What follows belongs to an exercise in optimizing a design on an open flow for small area, a short achievable clock period and few clock cycles; a production flow would make more cautious choices. At most, simulation tests tie the RTL to the original design; equivalence was not proved. No functional check of the RTL was part of runs 1 to 4 and 7. No activity file was given, so power comes from the tool's default toggle rates.

File: flow/config.mk
export PLATFORM = sky130hd
export DESIGN_NAME = franklin_rx
export DESIGN_NICKNAME = franklin_rx
export VERILOG_FILES = /design/flow/design.v
export SDC_FILE = /design/flow/constraint.sdc
export NUM_CORES = 4
export LEC_CHECK = 0
export CAP_MARGIN = 40
export CORE_MARGIN = 2
export CORE_UTILIZATION = 40
export SLEW_MARGIN = 40
File: flow/constraint.sdc
create_clock -name core_clock -period 10.0 [get_ports {clk}]
set_input_delay 2.0000 -clock core_clock [delete_from_list [all_inputs] [get_ports {clk}]]
set_output_delay 2.0000 -clock core_clock [all_outputs]
set_load 0.01 [all_outputs]
File: flow/design.v
module franklin_rx (
    input  wire       clk,
    input  wire       rst,           
    input  wire       in_valid,
    input  wire       in_timeout,
    input  wire [7:0] in_byte,
    output wire       in_ready,
    output reg        tx_valid,
    output wire [7:0] tx_byte,
    output reg        ind_valid,
    input  wire       ind_ready,
    output reg        ind_dispatch,
    output reg  [7:0] ind_data,
    output reg        ind_last,
    input  wire [1:0] verdict
);
    localparam QD = 8;               
    localparam QW = 3;
    localparam [1:0] E_CTRL = 2'd0,  
                     E_TX   = 2'd1,  
                     E_DISP = 2'd2;  
    function [4:0] contrib;
        input [1:0] j;
        input [7:0] d;
        begin
            case (j)
                2'd0: contrib = {^(d & 8'h4B), ^(d & 8'h95), ^(d & 8'h26), ^(d & 8'h38), ^(d & 8'hC0)};
                2'd1: contrib = {^(d & 8'hDC), ^(d & 8'h6C), ^(d & 8'hB5), ^(d & 8'h3A), ^(d & 8'hC3)};
                default: contrib = {^(d & 8'hE2), ^(d & 8'hD5), ^(d & 8'hB9), ^(d & 8'h7E), ^(d & 8'hFF)};
            endcase
        end
    endfunction
    function [4:0] tagpar;
        input [2:0] tag;
        begin
            tagpar = {{4{tag[0] ^ tag[1]}}, tag[0]};
        end
    endfunction
    function [3:0] code_hi;
        input [2:0] idx;
        begin
            case (idx)
                3'd0: code_hi = 4'h8;
                3'd1: code_hi = 4'hE;
                3'd2: code_hi = 4'hD;
                3'd3: code_hi = 4'hB;
                3'd4: code_hi = 4'hF;
                3'd5: code_hi = 4'h9;
                default: code_hi = 4'hA;
            endcase
        end
    endfunction
    reg       rdy;
    reg       tk_v;
    reg       tk_to;
    reg [7:0] tk_b;
    reg       tk_known;      
    reg       tk_start;      
    assign in_ready = rdy;
    wire in_known = in_byte[7:4] == code_hi(in_byte[2:0]) && !in_byte[3] &&
                    in_byte[2:0] != 3'd7;
    wire in_start = !in_byte[7] && in_byte[6:0] != 7'd0 && in_byte[6:0] != 7'd1 &&
                    in_byte[6:0] != 7'd2 && in_byte[6:0] != 7'd4;
    always @(posedge clk) begin
        tk_v     <= in_valid & rdy & ~rst;
        tk_to    <= in_timeout;
        tk_b     <= in_byte;
        tk_known <= in_known;
        tk_start <= in_start;
    end
    reg [7:0] mem [0:127];
    reg [4:0] syn [0:42];
    reg       coll;          
    reg       dph;           
    reg       first;         
    reg [6:0] flen;          
    reg [6:0] dleft;         
    reg [1:0] gj;            
    reg [4:0] acc;           
    reg [5:0] gw;            
    reg [5:0] tr, tr1;       
    reg [5:0] kc;            
    reg [4:0] synh;          
    reg       bad;
    reg       ffb;           
    reg       ff_in;
    reg [6:0] wp, fs, rp;    
    reg [8:0]    q [0:QD-1];
    reg [QW-1:0] qh, qt;
    reg [QW:0]   qn;
    reg          hv;         
    reg [8:0]    hd;
    reg       ad;            
    reg [6:0] bleft;         
    reg       pv;            
    reg [1:0] txi;           
    reg       txx;
    assign tx_byte = {1'b1, txx, txi[0], txi[1], 2'b00, txi[1], txi[0]};
    wire       bt      = tk_v && coll && !tk_to;         
    wire       cchk    = bt && !dph;                     
    wire [4:0] cb      = contrib(gj, tk_b);
    wire [4:0] nsyn    = acc ^ cb;
    wire       wsyn    = bt && gj == 2'd2;
    wire       chk_ok  = tk_b == {synh, tr[2:0]};
    wire       lastchk = (kc == 6'd1);
    wire       fail    = bad || !chk_ok;
    wire       keep    = !fail && ffb == ff_in;           
    wire [5:0] sidx    = cchk ? tr1 : tr;
    reg       push;
    reg [8:0] pdat;
    always @(*) begin
        push = 1'b0;
        pdat = {E_TX, 7'd1};
        if (tk_v) begin
            if (!coll) begin
                if (!tk_to && tk_known) begin
                    push = 1'b1;
                    pdat = {E_CTRL, 4'd0, tk_b[2:0]};
                end else if (!tk_to && !tk_start) begin
                    push = 1'b1;
                end
            end else if (tk_to) begin
                push = 1'b1;
            end else if (!dph && lastchk) begin
                push = 1'b1;
                if (keep)
                    pdat = {E_DISP, flen};
                else
                    pdat = {E_TX, 6'd0, fail};
            end
        end
    end
    always @(posedge clk) begin
        if (bt && dph)
            mem[wp] <= first ? {1'b0, tk_b[6:0]} : tk_b;
        if (wsyn)
            syn[gw] <= nsyn;
        if (wsyn && gw == sidx)
            synh <= nsyn ^ tagpar(sidx[2:0]);
        else
            synh <= syn[sidx] ^ tagpar(sidx[2:0]);
    end
    always @(posedge clk) begin
        if (rst) begin
            coll  <= 1'b0;
            ff_in <= 1'b0;
            wp    <= 7'd0;
            fs    <= 7'd0;
        end else if (tk_v) begin
            if (!coll) begin
                if (!tk_to && tk_start) begin
                    coll  <= 1'b1;
                    dph   <= 1'b1;
                    first <= 1'b1;
                    flen  <= tk_b[6:0];
                    dleft <= tk_b[6:0] - 7'd1;
                    gj    <= 2'd1;
                    acc   <= contrib(2'd0, tk_b);
                    gw    <= 6'd0;
                    tr    <= 6'd0;
                    tr1   <= 6'd1;
                    kc    <= 6'd1;
                    bad   <= 1'b0;
                end
            end else if (tk_to) begin
                coll <= 1'b0;
                wp   <= fs;
            end else begin
                gj  <= (gj == 2'd2) ? 2'd0 : gj + 2'd1;
                acc <= (gj == 2'd2) ? 5'd0 : nsyn;
                if (gj == 2'd2)
                    gw <= gw + 6'd1;
                if (dph) begin
                    wp    <= wp + 7'd1;
                    first <= 1'b0;
                    if (first)
                        ffb <= tk_b[7];
                    dleft <= dleft - 7'd1;
                    if (dleft == 7'd1)
                        dph <= 1'b0;
                    if (gj == 2'd0)
                        kc <= kc + 6'd1;
                end else begin
                    tr  <= tr1;
                    tr1 <= tr1 + 6'd1;
                    kc  <= kc - 6'd1;
                    if (!chk_ok)
                        bad <= 1'b1;
                    if (lastchk) begin
                        coll <= 1'b0;
                        if (keep) begin
                            ff_in <= ~ff_in;
                            fs    <= wp;
                        end else begin
                            wp <= fs;
                        end
                    end
                end
            end
        end
    end
    wire ofree = !ind_valid || ind_ready;
    wire vfire = ind_valid && ind_ready && ind_dispatch && ind_last;
    reg hcons;               
    reg ldd;                 
    reg ldc;                 
    reg txe;                 
    always @(*) begin
        hcons = 1'b0;
        ldd   = 1'b0;
        ldc   = 1'b0;
        txe   = 1'b0;
        if (ad) begin
            ldd = ofree;
        end else if (hv) begin
            case (hd[8:7])
                E_TX:    begin txe = !pv; hcons = !pv; end
                E_DISP:  begin ldd = ofree; hcons = ofree; end
                default: begin ldc = ofree; hcons = ofree; end
            endcase
        end
    end
    wire hload = (!hv || hcons) && (qn != 0);
    always @(posedge clk) begin
        if (push)
            q[qt] <= pdat;
        if (hload)
            hd <= q[qh];
    end
    wire [6:0] used   = wp - rp;
    wire       tkpush = tk_v && (coll ? (tk_to || (!dph && lastchk)) : (!tk_to && !tk_start));
    always @(posedge clk) begin
        if (rst) begin
            qh        <= {QW{1'b0}};
            qt        <= {QW{1'b0}};
            qn        <= {(QW+1){1'b0}};
            hv        <= 1'b0;
            ad        <= 1'b0;
            pv        <= 1'b0;
            rp        <= 7'd0;
            ind_valid <= 1'b0;
            tx_valid  <= 1'b0;
            rdy       <= 1'b1;
        end else begin
            if (push)
                qt <= qt + 1'b1;
            if (hload)
                qh <= qh + 1'b1;
            qn <= qn + {{QW{1'b0}}, push} - {{QW{1'b0}}, hload};
            if (hload)
                hv <= 1'b1;
            else if (hcons)
                hv <= 1'b0;
            rdy <= ({1'b0, qn} + {{QW{1'b0}}, tkpush} <= QD - 2) &&
                   !((rp != fs) && (used >= 7'd125));
            tx_valid <= 1'b0;
            if (vfire) begin
                tx_valid <= 1'b1;
                txi      <= {verdict[0] ^ verdict[1], verdict[1]};
                txx      <= verdict[0];
                pv       <= 1'b0;
            end else if (txe) begin
                tx_valid <= 1'b1;
                txi      <= {1'b0, hd[0]};
                txx      <= hd[0];
            end
            if (ofree)
                ind_valid <= 1'b0;
            if (ldd) begin
                ind_valid    <= 1'b1;
                ind_dispatch <= 1'b1;
                ind_data     <= mem[rp];
                rp           <= rp + 7'd1;
                if (ad) begin
                    ind_last <= (bleft == 7'd1);
                    bleft    <= bleft - 7'd1;
                    if (bleft == 7'd1) begin
                        ad <= 1'b0;
                        pv <= 1'b1;
                    end
                end else begin
                    ind_last <= 1'b0;
                    bleft    <= hd[6:0] - 7'd2;
                    ad       <= 1'b1;
                end
            end
            if (ldc) begin
                ind_valid    <= 1'b1;
                ind_dispatch <= 1'b0;
                ind_last     <= 1'b1;
                ind_data     <= {code_hi(hd[2:0]), 1'b0, hd[2:0]};
            end
        end
    end
endmodule
File: flow/run.sh
#!/bin/bash
# synth_recipe.tcl (not shown) runs the flow's synth.tcl, then flattens the netlist and writes it again
# the make line also repeats each setting of config.mk as NAME=value (left out here)
make -C /OpenROAD-flow-scripts/flow DESIGN_CONFIG=/design/flow/config.mk WORK_HOME=/design/flow/orfs CLKGATE_MAP_FILE= SYNTH_SCRIPT=/design/flow/synth_recipe.tcl finish
==> flow_summary.toml, run 1 <==
[outcome]
status = "no timing/DRC/antenna violations"

[logic_synthesis]
seq_area_frac_synth = 0.737
synth_edf_count = 1389
syn_avg_cell_area_um2 = 18.9
synth.distinct_cells = 73
async_reset_ff_frac = 0
ys_ff_latch = 1452
yosys-top-cells-area = "edfxtp_1 (72%), mux4_2 (13%), dfxtp_1 (2.2%)"
synth_ff_type = "edfxtp_1"
yosys_warnings = 1
synthCells = 3089
synthesis.area_um2 = 58300
synth_commonest_cells = "edfxtp_1 (1,389), mux4_2 (344), nor2_1 (269)"
synth_top_area_cell = "edfxtp_1"
synth_most_common_cell = "edfxtp_1"
synth_top_area_share = 0.715

[clock_network]
cts_tree = "built"
cts_resized = 0
clk_path_buf_depth = 3
cts.reportedPaths.clkPinSlew_ps = 60
ctsHtreeMaxLevel = 4
cts.hold.buffers_added = 0
numCtsBuffers = 145
root_buffer = "clkbuf_16"
clock_sinks = 1452
clk_latency_ps = 770
cts_setup_buffers = 0

[power_and_ir_drop]
vdd_drop_max_uv = 178
switching_share = 0.235
sequentialPowerShare = 0.491
p_sw_uw = 3340
clkPwrFrac = 0.382
internal_power_uw = 10900
power_frac_comb = 0.127
p_per_area_nw_per_um2 = 215
p_leak_uw = 0.0202

[setup_path]
slowest_delay_ps = 720
cp-end-kind = "flop"
crit_slowest_cell = "dfxtp_4"
cpMostUsedCell = "mux4_2"
crit_buf_inv = 3
path_cells = "buf_4 > buf_12 > buf_16 > mux4_2 > mux4_2 > a22oi_1 > a21oi_1 > a211o_1"
path_delay_family = "buffers and inverters"
crit_arrival_ps = 5000
path_max_fanout = 50
worstPathRequired_ps = 10520
critPathLaunchType = "flop"
crit_type = "reg -> reg"

[place]
dp_hpwl_um = 82100
place_congestion = 0.803
placed_cell_area_um2 = 61200
numPortBuffers = 32

[floorplan]
die_w_um = 386
die_y_um = 386
core_area_um2 = 145000
rows = 140
initial_utilization = 0.402
io_pins = 36
die_area_um2 = 149000

[global_routing]
grt_overflow = 0
grt_max_degree = 124
antenna_found_initial = 1
grt_use_total = 0.182
grt_pass1_vias = 28875
grt_pass1_wl_um = 199000

[drt]
wl_per_cell_um = 26.0
vias = 29061
drtIter0Drc = 3266
detail-route-antenna-nets = 0
wl_um = 135000
detail_route.drc_violations = 0
vias_per_cell = 5.60
drt_pass1_iterations = 6

[sta]
worst_slew_pin_slew_ps = 803
fin_setup_tns_ps = 0
relSlewSlack = 0.449
fin_crit_ps = 4490
max_freq_mhz = 223
finalClockSkew_ps = 21.6
timing.final.max_slew_violations = 0
min_period_over_period = 0.449
hold_viol = 0
setup_viol = 0
rsz0062_at_grt = "no"

[final_layout]
area_delta_synth_final_pct = 13.4
antenna_cells = 0
nNetsFinal = 3217
drive_above_1_share = 0.242
fin_area_um2 = 66100

[min_path]
hp-class = "reg -> reg"

[flow_run]
maxCapViolCount = 0
worst reg2reg max path, cell delays in order, from the launching register on:
cell and delay (ps):
dfxtp_4 720, buf_4 670, buf_12 470, buf_16 390, mux4_2 640, mux4_2 480, a22oi_1 400, a21oi_1 230
a211o_1 270
power groups by stage:
stage | clock (uW) | combinational, uW | sequential, uW
global placement | 0 | 1790 | 7130
floorplan | 0 | 1360 | 7020
global route | 5750 | 1950 | 7000
CTS | 5510 | 1830 | 6990
detailed placement | 0 | 1830 | 7120
finish | 5430 | 1810 | 6980
cell usage in the layout (no fill, tap or decap), types with 7 or more instances in the layout:
cell / Yosys / routed
nor4_1: 8 / 7
and2_1: 18 / 18
nor2b_1: 20 / 15
clkinv_2: 0 / 26
a22o_1: 7 / 7
nor3_1: 26 / 23
a211oi_1: 10 / 10
o21ai_0: 26 / 26
nand4_1: 16 / 16
clkinv_1: 0 / 34
edfxtp_1: 1389 / 1389
nor3b_1: 9 / 9
mux4_2: 344 / 344
a22oi_1: 46 / 46
nand3_1: 35 / 35
clkbuf_16: 0 / 153
a21oi_1: 84 / 82
nand2_1: 134 / 133
nand2b_1: 16 / 16
dfxtp_4: 0 / 11
a222oi_1: 30 / 30
xor2_1: 45 / 42
ha_1: 41 / 41
inv_1: 50 / 50
xnor2_1: 57 / 55
nor2_1: 269 / 158
buf_12: 0 / 7
or3_1: 10 / 10
mux2_2: 17 / 17
clkbuf_1: 101 / 19
dfxtp_1: 63 / 50
clkdlybuf4s50_1: 0 / 31
buf_4: 15 / 56
nor2_2: 0 / 111
mux2i_1: 36 / 32
bufinv_16: 0 / 15
cell families (layout without fill, tap and decap cells):
| group | after synthesis | after routing | share of synthesized area |
|---|---|---|---|
| xor gates and xnor gates | 103 | 103 | 0.0157 |
| DFF | 1452 | 1452 | 0.737 |
| adders and majority gates | 43 | 43 | 0.00948 |
| buffers and inverters | 231 | 412 | 0.0170 |
| AOI/OAI and AO/OA | 272 | 272 | 0.0325 |
| and+or+nand+nor | 587 | 587 | 0.0454 |
| other | 2 | 3 | 0.000129 |
| muxes | 399 | 399 | 0.143 |
sequential cells by signal (all words and copies together), names as in the netlist, 2 cells and up, named ones only:
signal and flops:
txi 2, tr1 6, q 72, dleft 7, kc 6, flen 7
fs 7, qt 3, bleft 7, hd 9, tr 6, acc 5
qn 4, gj 2, ind_data 8, wp 7, gw 6, tk_b 8
mem 1024, syn 215, qh 3, rp 7, synh 5
stage by stage:
stage / utilization / hold slack (ps) / total power [uW] / std cells / setup slack, ps
final: 0.455 / 506 / 14200 / 5188 / 5510
after global routing: 0.455 / 549 / 14700 / 5188 / 5190
after CTS: 0.454 / 520 / 14300 / 5184 / 5440
after detailed placement: 0.422 / 501 / 8950 / 4925 / 5370
after global placement: 0.419 / 495 / 8920 / 4920 / 5320
after floorplan: - / 406 / 8380 / 3090 / 4730
cell type report:
class	count	area, um^2
clock buffers	172	3900
clock inverters	87	807
flip-flops and latches	1452	43000
fillers	12188	79100
inverters	50	188
well taps	1917	2400
multi-input cells	1407	14800
repair buffers	103	1000
path summary, 6_finish.rpt:
kind	start	depth (start not counted)	to	slack, ps
worst min-delay path	rdy	2	tk_v	510
worst min register to register	rdy	2	tk_v	510
worst max-delay path	flop	8	ind_data[1]	5510
worst max register to register	flop	8	ind_data[1]	5510
routing by layer:
metal	GRT usage	routed length, um	part of all wire
met1	0.267	60300	0.45
met2	0.284	63900	0.47
met3	0.0298	7640	0.057
met4	0.0500	3020	0.022
met5	0	0	0
==> run 2: changes to the inputs <==
--- a/flow/design.v
+++ b/flow/design.v
@@ -86,3 +86,6 @@
     reg       ff_in;
-    reg [6:0] wp, fs, rp;    
+    reg [6:0] wp, fs, rq;    
+    reg [7:0] pf [0:1];      
+    reg       pfh, pft;
+    reg [1:0] pfn;
     reg [8:0]    q [0:QD-1];
@@ -213,3 +216,3 @@
         if (ad) begin
-            ldd = ofree;
+            ldd = ofree && pfn != 2'd0;
         end else if (hv) begin
@@ -217,3 +220,3 @@
                 E_TX:    begin txe = !pv; hcons = !pv; end
-                E_DISP:  begin ldd = ofree; hcons = ofree; end
+                E_DISP:  begin ldd = ofree && pfn != 2'd0; hcons = ldd; end
                 default: begin ldc = ofree; hcons = ofree; end
@@ -229,3 +232,15 @@
     end
-    wire [6:0] used   = wp - rp;
+    wire [6:0] used   = wp - rq;
+    wire       rgo    = pfn != 2'd2 && rq != fs;
+    reg  [7:0] mrd;
+    integer mi;
+    always @(*) begin
+        mrd = 8'd0;
+        for (mi = 0; mi < 128; mi = mi + 1)
+            mrd = mrd | ({8{rq == mi}} & mem[mi]);
+    end
+    always @(posedge clk) begin
+        if (rgo)
+            pf[pft] <= mrd;
+    end
     wire       tkpush = tk_v && (coll ? (tk_to || (!dph && lastchk)) : (!tk_to && !tk_start));
@@ -239,3 +254,6 @@
             pv        <= 1'b0;
-            rp        <= 7'd0;
+            rq        <= 7'd0;
+            pfh       <= 1'b0;
+            pft       <= 1'b0;
+            pfn       <= 2'd0;
             ind_valid <= 1'b0;
@@ -254,3 +272,10 @@
             rdy <= ({1'b0, qn} + {{QW{1'b0}}, tkpush} <= QD - 2) &&
-                   !((rp != fs) && (used >= 7'd125));
+                   !((rq != fs) && (used >= 7'd125));
+            if (rgo) begin
+                rq  <= rq + 7'd1;
+                pft <= ~pft;
+            end
+            if (ldd)
+                pfh <= ~pfh;
+            pfn <= pfn + {1'b0, rgo} - {1'b0, ldd};
             tx_valid <= 1'b0;
@@ -271,4 +296,3 @@
                 ind_dispatch <= 1'b1;
-                ind_data     <= mem[rp];
-                rp           <= rp + 7'd1;
+                ind_data     <= pf[pfh];
                 if (ad) begin
==> flow/flow/run.sh (new file) <==
#!/bin/bash
# The standard layout (the standard.sh: standard synthesis, floorplan,
# placement, CTS, routing), with the setup repair steps aiming for more slack
# than the clock period needs, so that they shorten the critical paths.
set -euo pipefail
export SETUP_SLACK_MARGIN=6.0
bash standard.sh > standard.log 2>&1
==> flow/standard.sh (new file) <==
#!/bin/bash
# synth_recipe.tcl (not shown) runs the flow's synth.tcl, then flattens the netlist and writes it again
# the make line also repeats each setting of config.mk as NAME=value (left out here)
make -C /OpenROAD-flow-scripts/flow DESIGN_CONFIG=/design/flow/config.mk WORK_HOME=/design/flow/orfs CLKGATE_MAP_FILE= SYNTH_SCRIPT=/design/flow/synth_recipe.tcl "${@:-finish}"
removed: flow/run.sh
==> run 2 against run 1 <==
  * Largest power group unchanged
  * Combinational power down 51%
  * Still clean on timing, DRC and antenna
  * Power down 6.1%
  * Non-clock buffer count rose by 175
==> flow_summary.toml, run 2 <==
[logic_synthesis]
ys_ff_latch = 1466
synthCells = 3489
synthesis.area_um2 = 56600
synth_commonest_cells = "edfxtp_1 (1,405), nor2_1 (413), a221oi_1 (186)"
async_reset_ff_frac = 0
yosys_warnings = 1
yosys-top-cells-area = "edfxtp_1 (75%), a221oi_1 (2.9%), a22o_1 (2.8%)"
synth_top_area_share = 0.745
synth_top_area_cell = "edfxtp_1"
seq_area_frac_synth = 0.767
syn_avg_cell_area_um2 = 16.2
synth_most_common_cell = "edfxtp_1"
synth_edf_count = 1405
synth.distinct_cells = 74
synth_ff_type = "edfxtp_1"

[place]
place_ws_ps = 5030
place_congestion = 1.14
placed_cell_area_um2 = 61300
numPortBuffers = 32
dp_hpwl_um = 151000

[final_layout]
fin_area_um2 = 66400
seq_area_um2 = 43400
multi_input_area_um2 = 13400
reg.largest.list = "mem (1024), syn (215), q (72)"
layout_commonest_cell = "edfxtp_1"
area_delta_synth_final_pct = 17.4
largest_reg_flops = 1024
final_cell_mix = "edfxtp_1 (1,405), nor2_1 (297), buf_4 (217), a22o_1 (182), a221oi_1 (173)"
drive_above_1_share = 0.174
nNetsFinal = 3869
regMostFlops = "mem"
fill_cells = 12064

[drt]
wl_um = 227000
wl_per_cell_um = 38.9
drt_pass1_iterations = 6
vias = 37990
detail-route-antenna-nets = 0
detail_route.drc_violations = 0
vias_per_cell = 6.52
drtIter0Drc = 6957

[setup_path]
crit_arrival_ps = 4760
crit_start = "rq[3]"
path_max_fanout = 11
cp-end-kind = "flop"
r2r_setup_slack_ps = 5690
critPathLaunchType = "flop"
reg2reg_to = "pf[0][4]"
reg2reg_depth = 8
crit_type = "reg -> reg"
r2r-start = "rq[3]"
critPathCapture = "pf[0][4]"
worstPathRequired_ps = 10450

[power_and_ir_drop]
p_per_area_nw_per_um2 = 201
p_leak_uw = 0.0210
p_total_uw = 13400
vdd_drop_max_uv = 177

[clock_network]
cts_tree = "built"
ctsHtreeMaxLevel = 4
numCtsBuffers = 150
cts.hold.buffers_added = 0
cts.reportedPaths.clkPinSlew_ps = 60
root_buffer = "clkbuf_16"
clk_path_buf_depth = 3
clock_sinks = 1466
clk_latency_ps = 800

[floorplan]
initial_utilization = 0.401
core_area_um2 = 141000
die_area_um2 = 145000
die_w_um = 380
rows = 138
die_y_um = 380
io_pins = 36

[min_path]
hp-class = "reg -> reg"

[sta]
timing.final.max_slew_violations = 0
relSlewSlack = 0.216
rsz0062_at_grt = "no"
whs_ps = 456
hold_viol = 0
fin_setup_tns_ps = 0
setup_viol = 0
worst_slew_pin_slew_ps = 1170
finalWorstSetupSlack_ps = 5690
fin_crit_ps = 4310
min_period_over_period = 0.431
max_freq_mhz = 232
finalClockSkew_ps = 49.2

[global_routing]
grt_pass1_vias = 34801
grt_pass1_wl_um = 300000
grt_max_degree = 92
grt_overflow = 0
antenna_found_initial = 11
grt_use_total = 0.306

[outcome]
status = "no timing/DRC/antenna violations"

[flow_run]
maxCapViolCount = 0
==> run 2: cell types whose count changed after synthesis, moves of 17 or more <==
cell | previous run | this run
mux4_2 | 344 | 18
a221oi_1 | 6 | 186
a22oi_1 | 46 | 162
buf_2 | 39 | 14
nand3_1 | 35 | 75
nor2_1 | 269 | 413
clkbuf_1 | 101 | 84
a22o_1 | 7 | 182
nand2_1 | 134 | 158
nand4_1 | 16 | 86
==> run 2: power by group <==
group	internal [uW]	total (uW)	switching (uW)	leakage, uW
Sequential	6880	6980	107	0.0131
Clock	3020	5490	2470	0.00232
Combinational	309	886	577	0.00557
Total	10200	13400	3150	0.0210
==> run 2: final cells by class <==
| cell class | count | share of cell area |
|---|---|---|
| sequential | 1466 | 0.654 |
| multi-input combinational | 1853 | 0.202 |
| clock buffer | 185 | 0.0600 |
| tap | 1890 | 0.0356 |
| timing repair buffer | 278 | 0.0336 |
| clock inverter | 87 | 0.0118 |
| inverter | 58 | 0.00328 |
| antenna | 7 | 0.000264 |
==> run 2: worst min-delay path by stage <==
| stage | from | end | slack [ps] | cells after the start |
|---|---|---|---|---|
| finish | rdy | tk_v | 460 | 2 |
| global route | rdy | tk_v | 490 | 2 |
| CTS | rdy | tk_v | 460 | 2 |
| detailed placement | rdy | tk_v | 450 | 2 |
| global placement | rdy | tk_v | 460 | 2 |
| floorplan | coll | bad | 400 | 0 |
==> run 2: critical path, stage by stage (launching register included) <==
cell and delay [ps]:
dfxtp_1 690, nor2_1 170, nand2_1 460, nor2_1 170, buf_4 250, a22oi_1 310
nand4_1 450, nor4_1 1100, nand3_1 350
==> run 2: what timing repair did <==
item / 4_1_cts / 5_1_grt
cloned: 0 / 0
pin swaps: 0 / 2
setup endpoints to repair: 83 / 343
setup buffers: 1 / 5
gates resized for setup: 11 / 21
==> run 2: cell families (layout without fill, tap and decap cells) <==
| group | after synthesis | after routing | synth area share |
|---|---|---|---|
| DFF | 1466 | 1466 | 0.767 |
| buffers and inverters | 171 | 608 | 0.0122 |
| other | 2 | 10 | 0.000133 |
| muxes | 86 | 86 | 0.0198 |
| adders and majority gates | 47 | 47 | 0.0107 |
| AOI/OAI and AO/OA | 742 | 742 | 0.104 |
| xor gates and xnor gates | 116 | 116 | 0.0182 |
| and+or+nand+nor | 859 | 859 | 0.0685 |
==> run 2: metrics by stage <==
step / instances / util
after floorplan: 3490 / -
after global placement: 5514 / 0.431
after detailed placement: 5530 / 0.434
after CTS: 5803 / 0.469
after global routing: 5818 / 0.471
final: 5824 / 0.471
==> run 2: per-layer routing <==
layer	routed length [um]	global-route usage	share of wire
met5	301	0.00661	0.0013
met3	35500	0.142	0.16
met1	79200	0.378	0.35
met4	18800	0.199	0.083
met2	92900	0.428	0.41
==> run 3: changes to the inputs <==
--- a/flow/flow/run.sh
+++ b/flow/flow/run.sh
@@ -5,3 +5,3 @@
 set -euo pipefail
-export SETUP_SLACK_MARGIN=6.0
+export SETUP_SLACK_MARGIN=6.8
 bash standard.sh > standard.log 2>&1
==> run 3 against run 2 <==
  * Critical path depth is 7 lower
  * Combinational power is 17% higher
  * Fmax is 26% higher
  * Wire length is 6.8% higher
  * Synthesized cell count stayed put
  * Non-clock buffer count is 86 higher
  * Global-route usage is 2.1 points higher
  * Sequential power hardly changed
  * First-iteration DRC count is 2.8% higher
  * Critical endpoint is now ind_last
  * Largest cell class unchanged
  * Highest routed layer unchanged
==> flow_summary.toml, run 3 <==
[logic_synthesis]
synth_top_family_by_area = "compound AO/OA/AOI/OAI gates"
synth_top_area_share = 0.745
synth_most_common_cell = "edfxtp_1"
seq_area_frac_synth = 0.767
syn_avg_cell_area_um2 = 16.2
synth_commonest_cells = "edfxtp_1 (1,405), nor2_1 (413), a221oi_1 (186)"
synth_ff_type = "edfxtp_1"
synth.distinct_cells = 74
ys_ff_latch = 1466
yosys_warnings = 1
synth_compound_area_frac = 0.104
synth_top_area_cell = "edfxtp_1"
synth_edf_count = 1405
synth.mux.area_fraction = 0.0198
synth_simple_gate_area_frac = 0.0685
yosys-top-cells-area = "edfxtp_1 (75%), a221oi_1 (2.9%), a22o_1 (2.8%)"
async_reset_ff_frac = 0
synth_fa_ha_area_frac = 0.0107
synthesis.area_um2 = 56600
synth_xor_area_frac = 0.0182
synthCells = 3489

[final_layout]
final_util = 0.494
reg.largest.list = "mem (1024), syn (215), q (72)"
multi_input_area_um2 = 15100
layout_commonest_cell = "edfxtp_1"
drive_above_1_share = 0.255
largest_reg_flops = 1024
regMostFlops = "mem"
seq_area_um2 = 43500
final_cell_mix = "edfxtp_1 (1,405), buf_4 (271), nor2_1 (257), a22o_1 (175), clkbuf_16 (162)"
area_delta_synth_final_pct = 23.2
nNetsFinal = 3972
fill_cells = 11798

[global_routing]
grt_use_total = 0.327
grt_overflow = 0
grt_pass1_wl_um = 317000
grt_max_degree = 87
antenna_found_initial = 9
grt_pass1_vias = 35212

[sta]
fin_crit_ps = 3410
timing.final.max_slew_violations = 0
whs_ps = 503
rsz0062_at_grt = "yes"
finalClockSkew_ps = 54.9
relSlewSlack = 0.331
worst_slew_pin_slew_ps = 1000
max_freq_mhz = 293
fin_setup_tns_ps = 0
min_period_over_period = 0.341
setup_viol = 0
hold_viol = 0

[setup_path]
r2r-start = "rq[1]"
worstPathRequired_ps = 8000
crit_arrival_ps = 1410
path_max_fanout = 2
crit_type = "reg -> out"
path_cells = "buf_2"
reg2reg_depth = 10
reg2reg_to = "pf[1][6]"
path_delay_family = "flip-flops"
critPathLaunchType = "flop"
crit_slowest_cell = "edfxtp_1"
slowest_delay_ps = 440
r2r_setup_slack_ps = 6600
cp-end-kind = "primary output"
crit_buf_inv = 1

[clock_network]
cts.reportedPaths.clkPinSlew_ps = 60
clk_latency_ps = 810
cts.hold.buffers_added = 0
root_buffer = "clkbuf_16"
cts_tree = "built"
numCtsBuffers = 157
clock_sinks = 1466
ctsHtreeMaxLevel = 4
clk_path_buf_depth = 3

[place]
dp_hpwl_um = 164000
numPortBuffers = 32
place_congestion = 1.10

[power_and_ir_drop]
p_per_area_nw_per_um2 = 201
vdd_drop_max_uv = 183
p_leak_uw = 0.0223

[floorplan]
rows = 138
initial_utilization = 0.401
core_area_um2 = 141000
io_pins = 36
die_w_um = 380
die_area_um2 = 145000
die_y_um = 380

[min_path]
hold_depth = 2
hp-class = "reg -> reg"
hold_start = "pv"
holdPathEnd = "pv"

[flow_run]
maxCapViolCount = 0

[drt]
vias_per_cell = 6.54
drtIter0Drc = 7154
wl_um = 242000
detail_route.drc_violations = 0
vias = 38811
drt_pass1_iterations = 7
detail-route-antenna-nets = 0
wl_per_cell_um = 40.8

[outcome]
status = "no timing/DRC/antenna violations"
## run 3: changes by cell type in the layout (fill, tap and decap cells not counted), moves of 21 or more
cell / previous run / this run
clkinv_1: 41 / 20
a221oi_1: 173 / 113
nor2_4: 47 / 84
a221oi_2: 11 / 60
buf_4: 217 / 271
nor2_1: 297 / 257
## run 3: how the worst max path moves through the flow
stage	from	end	cells after the start
detailed placement	ind_ready	qn[2]	13
CTS	ind_last	ind_last	1
global placement	rq[4]	pf[0][2]	8
finish	ind_last	ind_last	1
floorplan	ind_ready	qn[1]	11
global route	ind_last	ind_last	1
## run 3: report_power, final
part           internal (uW)  switching (uW)  leakage, uW
clock network           3390            2580      0.00255
registers               6880             104       0.0132
logic                    380             665      0.00660
total                  10600            3350       0.0223
## run 3: kinds of logic after synthesis
group | count (synthesis)
buffers and inverters | 171
adders and majority gates | 47
AOI/OAI and AO/OA | 742
xor gates and xnor gates | 116
and+or+nand+nor | 859
muxes | 86
DFF | 1466
other | 2
## run 3: routing by layer
layer	up-vias	track usage	share of wire	routed length, um
met5	-	0	0.00019	46
met2	3267	0.462	0.42	102000
li1	14995	-	-	-
met4	8	0.202	0.074	17800
met3	699	0.117	0.14	33100
met1	19842	0.431	0.37	89500
## run 3: through the flow
| step | area [um^2] | cells | power (uW) | worst slack (ps) |
|---|---|---|---|---|
| 6_report | 69700 | 5934 | 14000 | 6590 |
| 5_1_grt | 69700 | 5927 | 14300 | 6540 |
| 4_1_cts | 68600 | 5866 | 14000 | 6540 |
| 3_5_place_dp | 61400 | 5521 | 8000 | 5050 |
| 3_3_place_gp | 60800 | 5507 | 7980 | 5050 |
| 2_1_floorplan | 56800 | 3490 | 7610 | 5880 |
## run 3: what timing repair did
item / CTS / global route
pin swaps: 39 / 44
gates cloned: 9 / 5
endpoints found under the setup margin: 1267 / 280
hold endpoints to repair: 0 / 0
resized for setup: 367 / 99
setup buffers: 50 / 54
## run 3: layout make-up
cell class              instances  area share
repair inverters                6    0.000646
clock inverters                84      0.0154
flip-flops and latches       1466       0.624
repair buffers                364      0.0469
well taps                    1890      0.0339
clock buffers                 202      0.0599
multi-input cells            1857       0.216
inverters                      58     0.00343
diodes                          7    0.000251
==> run 4: changes to the inputs <==
--- a/flow/design.v
+++ b/flow/design.v
@@ -18,5 +18,2 @@
     localparam QW = 3;
-    localparam [1:0] E_CTRL = 2'd0,  
-                     E_TX   = 2'd1,  
-                     E_DISP = 2'd2;  
     function [4:0] contrib;
@@ -90,3 +87,3 @@
     reg [1:0] pfn;
-    reg [8:0]    q [0:QD-1];
+    reg [7:0]    q [0:QD-1];
     reg [QW-1:0] qh, qt;
@@ -94,3 +91,3 @@
     reg          hv;         
-    reg [8:0]    hd;
+    reg [7:0]    hd;
     reg       ad;            
@@ -112,6 +109,6 @@
     reg       push;
-    reg [8:0] pdat;
+    reg [7:0] pdat;
     always @(*) begin
         push = 1'b0;
-        pdat = {E_TX, 7'd1};
+        pdat = 8'h09;
         if (tk_v) begin
@@ -120,3 +117,3 @@
                     push = 1'b1;
-                    pdat = {E_CTRL, 4'd0, tk_b[2:0]};
+                    pdat = {5'd0, tk_b[2:0]};
                 end else if (!tk_to && !tk_start) begin
@@ -129,5 +126,5 @@
                 if (keep)
-                    pdat = {E_DISP, flen};
+                    pdat = {1'b1, flen};
                 else
-                    pdat = {E_TX, 6'd0, fail};
+                    pdat = {7'h04, fail};
             end
@@ -157,3 +154,3 @@
                     first <= 1'b1;
-                    flen  <= tk_b[6:0];
+                    flen  <= tk_b[6:0] - 7'd2;
                     dleft <= tk_b[6:0] - 7'd1;
@@ -218,7 +215,9 @@
         end else if (hv) begin
-            case (hd[8:7])
-                E_TX:    begin txe = !pv; hcons = !pv; end
-                E_DISP:  begin ldd = ofree && pfn != 2'd0; hcons = ldd; end
-                default: begin ldc = ofree; hcons = ofree; end
-            endcase
+            if (hd[7]) begin
+                ldd = ofree && pfn != 2'd0; hcons = ldd;
+            end else if (hd[3]) begin
+                txe = !pv; hcons = !pv;
+            end else begin
+                ldc = ofree; hcons = ofree;
+            end
         end
@@ -306,3 +305,3 @@
                     ind_last <= 1'b0;
-                    bleft    <= hd[6:0] - 7'd2;
+                    bleft    <= hd[6:0];
                     ad       <= 1'b1;
--- a/flow/config.mk
+++ b/flow/config.mk
@@ -7,5 +7,6 @@
 export LEC_CHECK = 0
-export CAP_MARGIN = 40
+export CAP_MARGIN = 20
 export CORE_MARGIN = 2
-export CORE_UTILIZATION = 40
-export SLEW_MARGIN = 40
+export CORE_UTILIZATION = 60
+export PLACE_DENSITY = 0.7
+export SLEW_MARGIN = 20
==> run 4 against run 3 <==
  * Still clean on timing, DRC and antenna
  * Synthesized cell count up 0.49%
  * Clock-buffer cell count down 23
  * Clock power down 6.9%
  * Critical path depth up 8
  * Largest cell class unchanged
==> flow_summary.toml, run 4 <==
[sta]
fin_crit_ps = 3460
relSlewSlack = 0.0809
fin_setup_tns_ps = 0
hold_viol = 0
max_freq_mhz = 289
min_period_over_period = 0.346
worst_slew_pin_slew_ps = 1380
setup_viol = 0
timing.final.max_slew_violations = 0
rsz0062_at_grt = "yes"
finalClockSkew_ps = 24.5

[setup_path]
worstPathRequired_ps = 10480
path_delay_family = "compound AO/OA/AOI/OAI gates"
path_cells = "inv_2 > ha_4 > nand2_2 > nor2_1 > a22o_1 > a221oi_1 > nand3_1 > nor4_2 > nand4_1"
crit_type = "reg -> reg"
slowest_delay_ps = 890
crit_buf_inv = 1
crit_arrival_ps = 3940
cp-end-kind = "flop"
path_max_fanout = 5
critPathLaunchType = "flop"
crit_slowest_cell = "a221oi_1"

[drt]
detail-route-antenna-nets = 0
vias_per_cell = 7.85
vias = 41557
drt_pass1_iterations = 12
wl_per_cell_um = 46.9
wl_um = 248000
detail_route.drc_violations = 0
drtIter0Drc = 10196

[place]
place_congestion = 1.13
dp_hpwl_um = 159000
dp.cells = 4893
numPortBuffers = 32

[outcome]
status = "no timing/DRC/antenna violations"

[logic_synthesis]
synth_most_common_cell = "edfxtp_1"
async_reset_ff_frac = 0
synth_edf_count = 1396
synthesis.area_um2 = 56400
yosys_warnings = 1
synth.distinct_cells = 72
synth_commonest_cells = "edfxtp_1 (1,396), nor2_1 (400), a22oi_1 (209)"
yosys-top-cells-area = "edfxtp_1 (74%), a22oi_1 (2.8%), nor2_1 (2.7%)"
synthCells = 3506
seq_area_frac_synth = 0.765
ys_ff_latch = 1457
syn_avg_cell_area_um2 = 16.1
synth_top_area_share = 0.743
synth_top_area_cell = "edfxtp_1"
synth_ff_type = "edfxtp_1"

[floorplan]
io_pins = 36
core_area_um2 = 93200
initial_utilization = 0.605
die_y_um = 311
die_area_um2 = 96500
die_w_um = 311
rows = 112

[global_routing]
grt_use_total = 0.507
grt_pass1_vias = 37718
antenna_found_initial = 16
grt_max_degree = 97
grt_pass1_wl_um = 325000
grt_overflow = 0

[clock_network]
root_buffer = "clkbuf_16"
clk_path_buf_depth = 3
cts.reportedPaths.clkPinSlew_ps = 60
ctsHtreeMaxLevel = 4
clock_sinks = 1457
clk_latency_ps = 790
numCtsBuffers = 144
cts_tree = "built"

[power_and_ir_drop]
p_sw_uw = 3200
sequentialPowerShare = 0.512
clkPwrFrac = 0.411
p_per_area_nw_per_um2 = 200
power_frac_comb = 0.077
vdd_drop_max_uv = 267
switching_share = 0.236
p_leak_uw = 0.0219
internal_power_uw = 10300

[min_path]
hp-class = "reg -> reg"

[final_layout]
final_cell_mix = "edfxtp_1 (1,396), buf_4 (274), nor2_1 (254), a22oi_1 (199), a22o_1 (156)"
largest_reg_flops = 1024
fin_cells = 5291
layout_commonest_cell = "edfxtp_1"
drive_above_1_share = 0.237
reg.largest.list = "mem (1024), syn (215), q (64)"
fill_cells = 5660
area_delta_synth_final_pct = 20.2
nNetsFinal = 3959
regMostFlops = "mem"

[flow_run]
maxCapViolCount = 0
## run 4: cell types whose count changed in the layout (fill, tap and decap cells not counted), sizes merged, moves of 15 or more
cell / change
a221oi: -30
a22o: -23
a22oi: +47
clkbuf: -27
nand3: +15
xnor2: +22
xor2: -22
## run 4: cell type report
cell class | count | area [um^2] | area share
clock inverter | 89 | 1030 | 0.0153
timing repair buffer | 355 | 3200 | 0.0472
inverter | 68 | 272 | 0.00401
timing repair inverter | 7 | 50.0 | 0.000739
antenna | 14 | 35.0 | 0.000517
sequential | 1457 | 43200 | 0.637
clock buffer | 179 | 3740 | 0.0553
multi-input combinational | 1868 | 14700 | 0.216
tap | 1254 | 1570 | 0.0232
## run 4: repair_timing
action,4_1_cts,5_1_grt
setup endpoints to repair,764,601
gates resized for setup,307,123
pin swaps,31,37
hold buffers,0,0
cloned,8,1
buffers inserted,42,64
## run 4: kinds of logic (layout without fill, tap and decap cells)
family,after synthesis,count (layout),share of synthesized area
compound gates,759,759,0.105
xor+xnor,113,115,0.0176
fa+ha+maj,43,43,0.00981
buf+inv,184,698,0.0136
flops,1457,1457,0.765
mux,71,71,0.0177
other cells,2,17,0.000133
simple gates,877,877,0.0714
## run 4: metal layers
layer  wire (um)  GRT usage  vias up
met5        1050     0.0608        -
li1            -          -    14976
met4       21800      0.316       32
met1       77300      0.623    20192
met3       50200      0.300     1277
met2       97900      0.675     5080
## run 4: stage by stage
step	setup WS, ps	util	hold slack (ps)	power, uW	area (um^2)
floorplan	6070	-	403	7490	56600
global placement	5060	0.642	438	7800	59800
global route	6550	0.727	471	13700	67700
finish	6540	0.727	451	13500	67800
CTS	6540	0.713	455	13400	66500
detailed placement	5100	0.644	439	7850	60000
## run 4: worst paths after layout
| check | startpoint | endpoint | slack, ps | depth (start not counted) |
|---|---|---|---|---|
| worst max register to register | rq[1] | pf[0][4] | 6540 | 9 |
| worst min-delay path | rdy | tk_v | 450 | 2 |
| worst max-delay path | rq[1] | pf[0][4] | 6540 | 9 |
| worst min register to register | rdy | tk_v | 450 | 2 |
## run 4: tightest hold or removal path, cell delays in order, from the launching register on
cell and delay [ps]:
dfxtp_2 320, nand2_1 50, nor2_1 30
## run 4: power by group through the flow
stage                     clock (uW)  sequential [uW]  combinational, uW
after CTS                       5510             6930                929
final                           5560             6930               1050
after global placement             0             7070                731
after floorplan                    0             7010                480
after global routing            5730             6940               1070
after detailed placement           0             7070                777
==> run 5: changes to the inputs <==
--- a/flow/design.v
+++ b/flow/design.v
@@ -279,13 +279,5 @@
             pfn <= pfn + {1'b0, rgo} - {1'b0, ldd};
-            tx_valid <= 1'b0;
-            if (vfire) begin
-                tx_valid <= 1'b1;
-                txi      <= {verdict[0] ^ verdict[1], verdict[1]};
-                txx      <= verdict[0];
-                pv       <= 1'b0;
-            end else if (txe) begin
-                tx_valid <= 1'b1;
-                txi      <= {1'b0, hd[0]};
-                txx      <= hd[0];
-            end
+            tx_valid <= vfire || txe;
+            if (vfire)
+                pv <= 1'b0;
             if (ofree)
@@ -294,6 +286,3 @@
                 ind_valid    <= 1'b1;
-                ind_dispatch <= 1'b1;
-                ind_data     <= pf[pfh];
                 if (ad) begin
-                    ind_last <= (bleft == 7'd1);
                     bleft    <= bleft - 7'd1;
@@ -304,3 +293,2 @@
                 end else begin
-                    ind_last <= 1'b0;
                     bleft    <= hd[6:0];
@@ -309,10 +297,22 @@
             end
-            if (ldc) begin
+            if (ldc)
                 ind_valid    <= 1'b1;
-                ind_dispatch <= 1'b0;
-                ind_last     <= 1'b1;
-                ind_data     <= {code_hi(hd[2:0]), 1'b0, hd[2:0]};
-            end
         end
     end
+    wire [7:0] o_data = ldd ? pf[pfh] : {code_hi(hd[2:0]), 1'b0, hd[2:0]};
+    wire       o_last = ldd ? (ad && bleft == 7'd1) : 1'b1;
+    wire       o_ld   = ldd || ldc;
+    always @(posedge clk) begin
+        if (rst) begin
+            ind_data     <= 8'd0;
+            ind_last     <= 1'b0;
+            ind_dispatch <= 1'b0;
+        end else if (o_ld) begin
+            ind_data     <= o_data;
+            ind_last     <= o_last;
+            ind_dispatch <= ldd;
+        end
+        txi <= vfire ? {verdict[0] ^ verdict[1], verdict[1]} : {1'b0, hd[0]};
+        txx <= vfire ? verdict[0] : hd[0];
+    end
 endmodule
--- a/flow/config.mk
+++ b/flow/config.mk
@@ -9,4 +9,6 @@
 export CORE_MARGIN = 2
-export CORE_UTILIZATION = 60
-export PLACE_DENSITY = 0.7
+export CORE_UTILIZATION = 50
+export CTS_CLUSTER_DIAMETER = 100
+export CTS_CLUSTER_SIZE = 20
+export PLACE_DENSITY = 0.65
 export SLEW_MARGIN = 20
==> run 5 against run 4 <==
  * Still clean
  * Worst setup slack better by 30 ps
  * Cell count is 0.49% higher
  * Register-to-register slack better by 30 ps
  * Synthesized area is 0.67% lower
  * Non-clock buffer count is 19 lower
  * Critical path depth is 1 higher
  * Global-route usage is 10 points lower
  * Die area is 19% higher
  * Sequential share of layout area is 2.3 points higher
  * Clock-buffer cell count is 74 lower
  * Largest cell class unchanged
  * Largest power group unchanged
==> flow_summary.toml, run 5 <==
[drt]
wl_per_cell_um = 44.3
vias_per_cell = 7.29
top_layer = "met5"
drtIter0Drc = 8231
wl_met2_um = 94000
wl_met1_um = 81000
detail_route.drc_violations = 0
detail-route-antenna-nets = 0
wl_um = 235000
vias = 38755
drt_pass1_iterations = 8
wl_met3_um = 39800

[logic_synthesis]
synth_ff_type = "edfxtp_1"
seq_area_frac_synth = 0.768
synthesis.area_um2 = 56000
synthCells = 3470
synth_most_common_cell = "edfxtp_1"
ys_ff_latch = 1457
yosys-top-cells-area = "edfxtp_1 (74%), a22oi_1 (4.3%), nor2_1 (2.7%)"
async_reset_ff_frac = 0
synth_top_area_share = 0.741
synth.distinct_cells = 74
synth_edf_count = 1383
yosys_warnings = 1
synth_top_area_cell = "edfxtp_1"
synth_commonest_cells = "edfxtp_1 (1,383), nor2_1 (403), a22oi_1 (319)"
syn_avg_cell_area_um2 = 16.1

[final_layout]
largest_reg_flops = 1024
area_delta_synth_final_pct = 16.4
fill_cells = 8521
regMostFlops = "mem"
drive_above_1_share = 0.219
reg.largest.list = "mem (1024), syn (215), q (64)"
nNetsFinal = 3845
layout_commonest_cell = "edfxtp_1"
final_cell_mix = "edfxtp_1 (1,383), a22oi_1 (285), nor2_1 (265), buf_4 (248)"

[setup_path]
critPathCapture = "pf[1][6]"
critPathLaunchType = "flop"
crit_slowest_cell = "a22oi_2"
r2r_setup_slack_ps = 6570
reg2reg_depth = 10
path_delay_family = "simple AND/OR/NAND/NOR gates"
crit_type = "reg -> reg"
path_max_fanout = 16
r2r-start = "rq[4]"
crit_arrival_ps = 3890
cp-end-kind = "flop"
path_cells = "inv_2 > or3_1 > buf_12 > nor2_1 > buf_4 > a22oi_2 > nand4_1 > nor4_4 > nand4_1 > buf_4"
slowest_delay_ps = 610
crit_buf_inv = 4
crit_start = "rq[4]"
worstPathRequired_ps = 10460
cp.depth = 10
reg2reg_to = "pf[1][6]"

[global_routing]
grt_max_degree = 90
grt_overflow = 0
grt_pass1_wl_um = 309000
grt_pass1_vias = 35059
grt_use_total = 0.404
antenna_found_initial = 23

[clock_network]
numCtsBuffers = 83
cts.reportedPaths.clkPinSlew_ps = 90
root_buffer = "clkbuf_16"
clk_path_buf_depth = 3
clock_sinks = 1457
clk_latency_ps = 730
cts.hold.buffers_added = 0
cts_tree = "built"
ctsHtreeMaxLevel = 3

[power_and_ir_drop]
p_leak_uw = 0.0204
vdd_drop_max_uv = 154
p_total_uw = 11500
p_per_area_nw_per_um2 = 176

[sta]
worst_slew_pin_slew_ps = 1380
setup_viol = 0
rsz0062_at_grt = "yes"
timing.final.max_slew_violations = 0
finalClockSkew_ps = 27.2
max_freq_mhz = 292
hold_viol = 0
fin_crit_ps = 3430
fin_setup_tns_ps = 0
relSlewSlack = 0.0779
min_period_over_period = 0.343
whs_ps = 454

[floorplan]
die_y_um = 339
initial_utilization = 0.505
die_area_um2 = 115000
die_w_um = 339
io_pins = 36
core_area_um2 = 111000
rows = 122

[min_path]
hold_start = "rdy"
hold_depth = 2
hp-class = "reg -> reg"

[flow_run]
maxCapViolCount = 0

[outcome]
status = "no timing/DRC/antenna violations"

[place]
dp_hpwl_um = 154000
place_congestion = 1.19
numPortBuffers = 32
-- run 5: cell families (layout without fill, tap and decap cells) --
family                     count (synthesis)  after routing  share of synthesized area
muxes                                     62             64                     0.0164
other                                      2             17                   0.000134
xor gates and xnor gates                 115            115                     0.0182
adders and majority gates                 44             44                     0.0101
DFF                                     1457           1457                      0.768
AOI/OAI and AO/OA                        778            778                      0.105
buffers and inverters                    157            499                     0.0115
and+or+nand+nor                          855            855                     0.0705
-- run 5: metal layers --
metal  global-route usage  up-vias
met5              0.00542        -
li1                     -    14598
met1                0.514    19362
met2                0.548     3788
met3                0.199      979
met4                0.256       28
-- run 5: power breakdown --
group          internal, uW  total, uW  switching [uW]  leakage (uW)
Combinational           385       1000             615       0.00615
Sequential             6810       6910             101        0.0131
Clock                  1590       3560            1970       0.00113
-- run 5: worst min path at each step --
stage,end,slack [ps]
after global routing,tk_v,490
after floorplan,ffb,410
after global placement,tk_v,420
after detailed placement,tk_v,430
after CTS,tk_v,440
final,tk_v,450
-- run 5: cell type report --
class                           count  area (um^2)  share of cell area
Clock inverter                      9          114             0.00175
Antenna cell                       14         35.0            0.000537
Multi-Input combinational cell   1859        14500               0.222
Sequential cell                  1457        43100               0.661
Timing Repair Buffer              336         3210              0.0492
Inverter                           49          200             0.00307
Clock buffer                      105         2200              0.0338
Tap cell                         1488         1860              0.0286
-- run 5: worst register-to-register path, delay by kind of cell (launching register included) --
family | cells | cell delay, ps
and+or+nand+nor | 5 | 1480
buffers and inverters | 4 | 700
AOI/OAI and AO/OA | 1 | 620
DFF | 1 | 360
-- run 5: what timing repair did --
item	4_1_cts	5_1_grt
buffers inserted	58	48
resized for setup	382	90
pin swaps	42	42
cloned	2	1
setup endpoints to repair	1192	255
endpoints found under the hold margin	0	0
-- run 5: per-stage QoR --
stage               worst slack, ps  utilization  std cells  cell area, um^2
floorplan                      5990            -       3471            56300
global route                   6670        0.588       5304            65200
finish                         6570        0.588       5317            65200
global placement               5200        0.539       5078            59700
detailed placement             5240        0.540       5080            59800
CTS                            6420        0.579       5254            64200
Testbench counts of run 5, summed over its fixed seeds: cycles 80,353.
==> run 6: changes to the inputs <==
--- a/flow/config.mk
+++ b/flow/config.mk
@@ -10,4 +10,2 @@
 export CORE_UTILIZATION = 50
-export CTS_CLUSTER_DIAMETER = 100
-export CTS_CLUSTER_SIZE = 20
 export PLACE_DENSITY = 0.65
==> run 6 against run 5 <==
  * Still clean
  * Cell count grew 2.4%
  * Sequential power is essentially flat
  * Flip-flop and latch count is the same
  * Via count is 0.99% higher
  * Wire length rose by 0.72%
  * Register-to-register slack worse by 90 ps
  * Global-route usage is 0.36 points higher
  * Non-clock buffer count down 27
  * Critical endpoint is now pf[0][6]
  * Largest cell class unchanged
  * Largest power group unchanged
==> flow_summary.toml, run 6 <==
[outcome]
status = "no timing/DRC/antenna violations"

[setup_path]
cp-end-kind = "flop"
crit_type = "reg -> reg"
crit_arrival_ps = 4060
reg2reg_depth = 10
critPathLaunchType = "flop"
worstPathRequired_ps = 10540
path_max_fanout = 8

[logic_synthesis]
synth_top_area_cell = "edfxtp_1"
synth_most_common_cell = "edfxtp_1"
yosys-top-cells-area = "edfxtp_1 (74%), a22oi_1 (4.3%), nor2_1 (2.7%)"
synthCells = 3470
synth_ff_type = "edfxtp_1"
synthesis.area_um2 = 56000
synth_edf_count = 1383
synth_top_area_share = 0.741
async_reset_ff_frac = 0
ys_ff_latch = 1457
syn_avg_cell_area_um2 = 16.1
synth.distinct_cells = 74
yosys_warnings = 1
seq_area_frac_synth = 0.768
synth_commonest_cells = "edfxtp_1 (1,383), nor2_1 (403), a22oi_1 (319)"

[clock_network]
numCtsBuffers = 151
cts.reportedPaths.clkPinSlew_ps = 60
cts_tree = "built"
ctsHtreeMaxLevel = 4
root_buffer = "clkbuf_16"
cts.hold.buffers_added = 0
clk_latency_ps = 800
clock_sinks = 1457
clk_path_buf_depth = 3

[final_layout]
nNetsFinal = 3886
fin_cells = 5444
area_delta_synth_final_pct = 20.3
final_cell_mix = "edfxtp_1 (1,383), a22oi_1 (284), nor2_1 (264), buf_4 (224), clkbuf_16 (157)"
drive_above_1_share = 0.234
reg.largest.list = "mem (1024), syn (215), q (64)"
multi_input_area_um2 = 14600
regMostFlops = "mem"
layout_commonest_cell = "edfxtp_1"
seq_area_um2 = 43100
largest_reg_flops = 1024
fill_cells = 8298

[power_and_ir_drop]
power_frac_comb = 0.074
switching_share = 0.235
p_leak_uw = 0.0213
p_sw_uw = 3130
clkPwrFrac = 0.406
p_per_area_nw_per_um2 = 198
vdd_drop_max_uv = 168
internal_power_uw = 10200
sequentialPowerShare = 0.519

[sta]
relSlewSlack = 0.146
timing.final.max_slew_violations = 0
worst_slew_pin_slew_ps = 1280
whs_ps = 453
fin_setup_tns_ps = 0
fin_crit_ps = 3520
rsz0062_at_grt = "yes"
hold_viol = 0
finalClockSkew_ps = 35.9
setup_viol = 0
min_period_over_period = 0.352
max_freq_mhz = 284
finalWorstSetupSlack_ps = 6480

[drt]
wl_per_cell_um = 43.6
drt_pass1_iterations = 6
wl_um = 237000
drtIter0Drc = 8400
detail_route.drc_violations = 0
vias = 39138
vias_per_cell = 7.19
detail-route-antenna-nets = 0

[global_routing]
grt_use_total = 0.408
grt_pass1_vias = 35721
grt_pass1_wl_um = 312000
antenna_found_initial = 16
grt_max_degree = 90
grt_overflow = 0

[place]
numPortBuffers = 32
dp_hpwl_um = 154000
dp.cells = 5080
place_ws_ps = 5240
place_congestion = 1.19

[floorplan]
die_area_um2 = 115000
die_y_um = 339
rows = 122
die_w_um = 339
io_pins = 36
core_area_um2 = 111000
initial_utilization = 0.505

[flow_run]
maxCapViolCount = 0

[min_path]
hp-class = "reg -> reg"
hold_depth = 2
==> run 6: cell types whose count changed in the layout (fill, tap and decap cells not counted), sizes merged <==
cell	before	now
buf	322	296
bufinv	1	4
clkbuf	107	205
clkinv	3	52
clkinvlp	1	6
diode	14	12
==> run 6: worst max-delay path: stages, from the launching register on <==
cell     delay (ps)
dfxtp_4         370
buf_4           150
ha_2            260
nand3_4         190
nor2_1          120
buf_4           200
a22oi_2         580
nand4_1         550
nor4_4          480
nand4_1         140
buf_4           180
==> run 6: power groups by stage <==
stage,clock (uW),sequential (uW),combinational (uW)
after floorplan,0,7020,491
after global placement,0,7060,803
after global routing,5650,6930,1030
final,5420,6930,990
after detailed placement,0,7060,809
after CTS,5390,6930,924
==> run 6: area by class of cell <==
type                            count  area share
Timing Repair Buffer              309      0.0437
Inverter                           49     0.00295
Antenna cell                       12    0.000446
Sequential cell                  1457       0.640
Clock buffer                      204      0.0611
Multi-Input combinational cell   1859       0.216
Tap cell                         1488      0.0276
Clock inverter                     66     0.00810
==> run 6: final timing paths <==
check,startpoint,slack (ps),to
max,rq[1],6480,pf[0][6]
min,rdy,450,tk_v
max reg2reg,rq[1],6480,pf[0][6]
min reg2reg,rdy,450,tk_v
==> run 6: cells by family after synthesis <==
group / after synthesis / share of synthesized area
multiplexers: 62 / 0.0164
AO/OA/AOI/OAI: 778 / 0.105
adder cells (fa/ha/maj): 44 / 0.0101
buffers and inverters: 157 / 0.0115
flip-flops: 1457 / 0.768
other: 2 / 0.000134
AND/OR/NAND/NOR: 855 / 0.0705
XOR/XNOR: 115 / 0.0182
==> run 6: repair_timing <==
action | in CTS | in global routing
pin swaps | 37 | 44
buffers inserted | 48 | 30
endpoints found under the setup margin | 1162 | 241
resized for setup | 393 | 104
cloned | 2 | 0
==> run 6: per-stage QoR <==
| step | util | area, um^2 | total power, uW |
|---|---|---|---|
| 4_1_cts | 0.600 | 66400 | 13200 |
| 5_1_grt | 0.608 | 67300 | 13600 |
| 2_1_floorplan | - | 56300 | 7510 |
| 3_3_place_gp | 0.539 | 59700 | 7870 |
| 6_report | 0.608 | 67400 | 13300 |
| 3_5_place_dp | 0.540 | 59800 | 7870 |
==> run 6: layer usage <==
metal,GRT usage,vias up,share of wire
met5,0.000833,-,0.00093
met4,0.241,16,0.082
met3,0.205,981,0.17
met2,0.561,3832,0.41
met1,0.516,19536,0.34
li1,-,14773,-
==> run 7: changes to the inputs <==
--- a/flow/design.v
+++ b/flow/design.v
@@ -84,2 +84,5 @@
     reg [6:0] wp, fs, rq;    
+    reg       wv;            
+    reg [6:0] wa;
+    reg [7:0] wd;
     reg [7:0] pf [0:1];      
@@ -133,4 +136,7 @@
     always @(posedge clk) begin
-        if (bt && dph)
-            mem[wp] <= first ? {1'b0, tk_b[6:0]} : tk_b;
+        wv <= !rst && bt && dph;
+        wa <= wp;
+        wd <= first ? {1'b0, tk_b[6:0]} : tk_b;
+        if (wv)
+            mem[wa] <= wd;
         if (wsyn)
@@ -232,2 +238,4 @@
     wire [6:0] used   = wp - rq;
+    wire [QW:0] qn_p1 = qn + 1'b1;
+    wire [QW:0] qn_m1 = qn - 1'b1;
     wire       rgo    = pfn != 2'd2 && rq != fs;
@@ -265,3 +273,6 @@
                 qh <= qh + 1'b1;
-            qn <= qn + {{QW{1'b0}}, push} - {{QW{1'b0}}, hload};
+            if (push && !hload)
+                qn <= qn_p1;
+            else if (!push && hload)
+                qn <= qn_m1;
             if (hload)
--- a/flow/config.mk
+++ b/flow/config.mk
@@ -10,2 +10,4 @@
 export CORE_UTILIZATION = 50
+export CTS_CLUSTER_DIAMETER = 100
+export CTS_CLUSTER_SIZE = 20
 export PLACE_DENSITY = 0.65
==> run 7 against run 6 <==
  * Still clean on timing, DRC and antenna
  * Clock-buffer cell count decreased by 101
  * Register-to-register slack improved by 120 ps
  * Clock skew increased by 3.9 ps
  * Fmax decreased by 1.6%
  * Sequential power increased by 1%
  * Non-clock buffer count increased by 6
  * Flip-flop and latch count increased by 16
  * Largest power group unchanged
==> flow_summary.toml, run 7 <==
[outcome]
status = "no timing/DRC/antenna violations"

[sta]
timing.final.max_slew_violations = 0
worst_slew_pin_slew_ps = 1400
setup_viol = 0
hold_viol = 0
finalClockSkew_ps = 39.8
max_freq_mhz = 280
relSlewSlack = 0.0646
min_period_over_period = 0.357
rsz0062_at_grt = "yes"
fin_crit_ps = 3570
fin_setup_tns_ps = 0

[global_routing]
grt_pass1_wl_um = 306000
grt_max_degree = 96
antenna_found_initial = 9
grt_use_total = 0.395
grt_pass1_vias = 34636
grt_overflow = 0

[final_layout]
regMostFlops = "mem"
final_cell_mix = "edfxtp_1 (1,383), nor2_1 (284), buf_4 (230), a22o_1 (180), a22oi_1 (173)"
largest_reg_flops = 1024
drive_above_1_share = 0.213
fill_cells = 8655
seq_area_um2 = 43400
reg.largest.list = "mem (1024), syn (215), q (64)"
final_util = 0.581
layout_commonest_cell = "edfxtp_1"
fin_area_um2 = 65300
multi_input_area_um2 = 14800
area_delta_synth_final_pct = 15.6
nNetsFinal = 3841

[logic_synthesis]
yosys-top-cells-area = "edfxtp_1 (73%), dfxtp_1 (3.2%), a221oi_1 (2.9%)"
synth_ff_type = "edfxtp_1"
async_reset_ff_frac = 0
syn_avg_cell_area_um2 = 16.2
synth.distinct_cells = 77
ys_ff_latch = 1473
synthesis.area_um2 = 56500
synth_edf_count = 1383
synthCells = 3488
yosys_warnings = 1
synth_top_area_cell = "edfxtp_1"
synth_most_common_cell = "edfxtp_1"
synth_commonest_cells = "edfxtp_1 (1,383), nor2_1 (418), a221oi_1 (187), a22o_1 (187), a22oi_1 (178)"
seq_area_frac_synth = 0.767
synth_top_area_share = 0.735

[place]
place_congestion = 1.09
placed_cell_area_um2 = 60500
dp_hpwl_um = 155000
numPortBuffers = 32

[clock_network]
ctsHtreeMaxLevel = 3
cts_tree = "built"
clk_path_buf_depth = 3
root_buffer = "clkbuf_16"
numCtsBuffers = 83
clk_latency_ps = 730
cts.reportedPaths.clkPinSlew_ps = 90
clock_sinks = 1473

[drt]
vias_per_cell = 7.18
drt_pass1_iterations = 10
drtIter0Drc = 7578
detail_route.drc_violations = 0
wl_um = 231000
wl_per_cell_um = 43.6
detail-route-antenna-nets = 0
vias = 38112

[min_path]
hp-class = "reg -> reg"
hold_start = "first"

[setup_path]
crit_type = "in -> reg"
path_max_fanout = 5
path_cells = "buf_6 > nand2b_4 > o21ai_2 > mux2_4 > o21ai_4 > o41a_4 > inv_4 > ha_4 > inv_4 > ha_4 > a21o_1 > a21oi_2 > xnor2_1 > or3_1 > a21oi_2"
critPathLaunchType = "input pin"
slowest_delay_ps = 320
crit_slowest_cell = "or3_1"
crit_arrival_ps = 4200
crit_start = "ind_ready"
cp-end-kind = "flop"
r2r-start = "rq[0]"
worstPathRequired_ps = 10630

[floorplan]
die_area_um2 = 116000
die_w_um = 340
die_y_um = 340
core_area_um2 = 112000
rows = 123
initial_utilization = 0.503
io_pins = 36

[flow_run]
maxCapViolCount = 0

[power_and_ir_drop]
power_frac_comb = 0.083
clkPwrFrac = 0.306
sequentialPowerShare = 0.611
p_sw_uw = 2690
internal_power_uw = 8790
p_per_area_nw_per_um2 = 176
p_total_uw = 11500
vdd_drop_max_uv = 167
switching_share = 0.234
p_leak_uw = 0.0207
==> run 7: power by group through the flow <==
stage                     registers, uW  clock network, uW  logic [uW]
after global placement             7140                  0         793
final                              7010               3520         953
after floorplan                    7100                  0         482
after detailed placement           7140                  0         801
after global routing               7020               3710        1000
after CTS                          7010               3510         867
==> run 7: layout make-up <==
class                   instances  share of cell area
repair buffers                315              0.0421
multi-input cells            1864               0.227
clock inverters                 3            0.000383
inverters                      49             0.00307
clock buffers                 103              0.0338
well taps                    1500              0.0287
flip-flops and latches       1473               0.665
diodes                          3            0.000115
==> run 7: per-stage QoR <==
stage	setup WS [ps]	instances	hold WS (ps)
3_3_place_gp	4710	5133	411
2_1_floorplan	5610	3489	329
5_1_grt	6340	5308	437
3_5_place_dp	4770	5137	408
6_report	6430	5310	425
4_1_cts	6410	5257	431
==> run 7: logic make-up (layout without fill, tap and decap cells) <==
kind of cell	count (synthesis)	after routing	share of synthesized area
AO/OA/AOI/OAI	780	780	0.108
XOR/XNOR	108	108	0.0167
other	2	6	0.000133
adder cells (fa/ha/maj)	40	40	0.00912
buffers and inverters	154	470	0.0119
multiplexers	72	74	0.0174
AND/OR/NAND/NOR	859	859	0.0695
flip-flops	1473	1473	0.767
==> run 7: layer usage <==
layer,part of all wire,track usage,up-vias
li1,-,-,14642
met1,0.36,0.524,19317
met2,0.40,0.534,3356
met3,0.16,0.175,775
met4,0.075,0.236,22
met5,0.0028,0.00776,-
==> run 7: worst paths after layout <==
| kind | end | slack, ps | cells past startpoint |
|---|---|---|---|
| worst min-delay path | wd[7] | 420 | 1 |
| worst max-delay path | qn[3] | 6430 | 15 |
| worst max register to register | pf[1][0] | 6600 | 10 |
| worst min register to register | wd[7] | 420 | 1 |
==> run 7: worst max-delay path: cells and delay by family <==
family | cells | cell delay [ps]
buf+inv | 3 | 170
simple gates | 2 | 480
xor+xnor | 1 | 80
fa+ha+maj | 2 | 350
compound gates | 6 | 840
mux | 1 | 280
==> run 7: timing repair <==
item,CTS,global route
gates resized for setup,310,151
hold buffers,0,0
setup buffers,13,46
pin swaps,27,52
endpoints found under the setup margin,240,241
cloned,1,1

==> what the ideal ports hide <==
How much do the figures lean on ideal ports? The routed layouts below were timed once more, with nothing changed but the port constraints.
Step 1 sets driving cells, clkbuf_16 on the clock port and buf_2 on the other inputs (assumed; they add their load-dependent delay and slew).
Step 2 also shifts input and output timing later by t, the mid clock arrival at the registers, as if the neighbouring blocks saw the same clock.
a / b / c = ideal / step 1 / step 2; a / b = the first two.
run | t (ns) | slack for setup (ns) | slew at the worst register clock pin (ns) | pins driven straight from the clock port
run 1 | 0.831 | 5.511 / 5.511 / 5.300 | 0.07 / 0.07 | 1
run 2 | 0.859 | 5.691 / 5.691 / 5.385 | 0.07 / 0.07 | 1
run 3 | 0.863 | 6.590 / 6.519 / 5.917 | 0.07 / 0.07 | 1
run 4 | 0.851 | 6.545 / 6.510 / 5.900 | 0.07 / 0.07 | 1
run 5 | 0.783 | 6.575 / 6.575 / 5.958 | 0.09 / 0.09 | 1
run 6 | 0.862 | 6.485 / 6.485 / 5.954 | 0.07 / 0.07 | 1
run 7 | 0.768 | 6.429 / 6.457 / 5.690 | 0.10 / 0.10 | 1
After both steps every run listed still meets setup and hold. The setup slack of run 7, which loses most, moves by +0.028 ns with the drivers and by -0.739 ns with both steps.
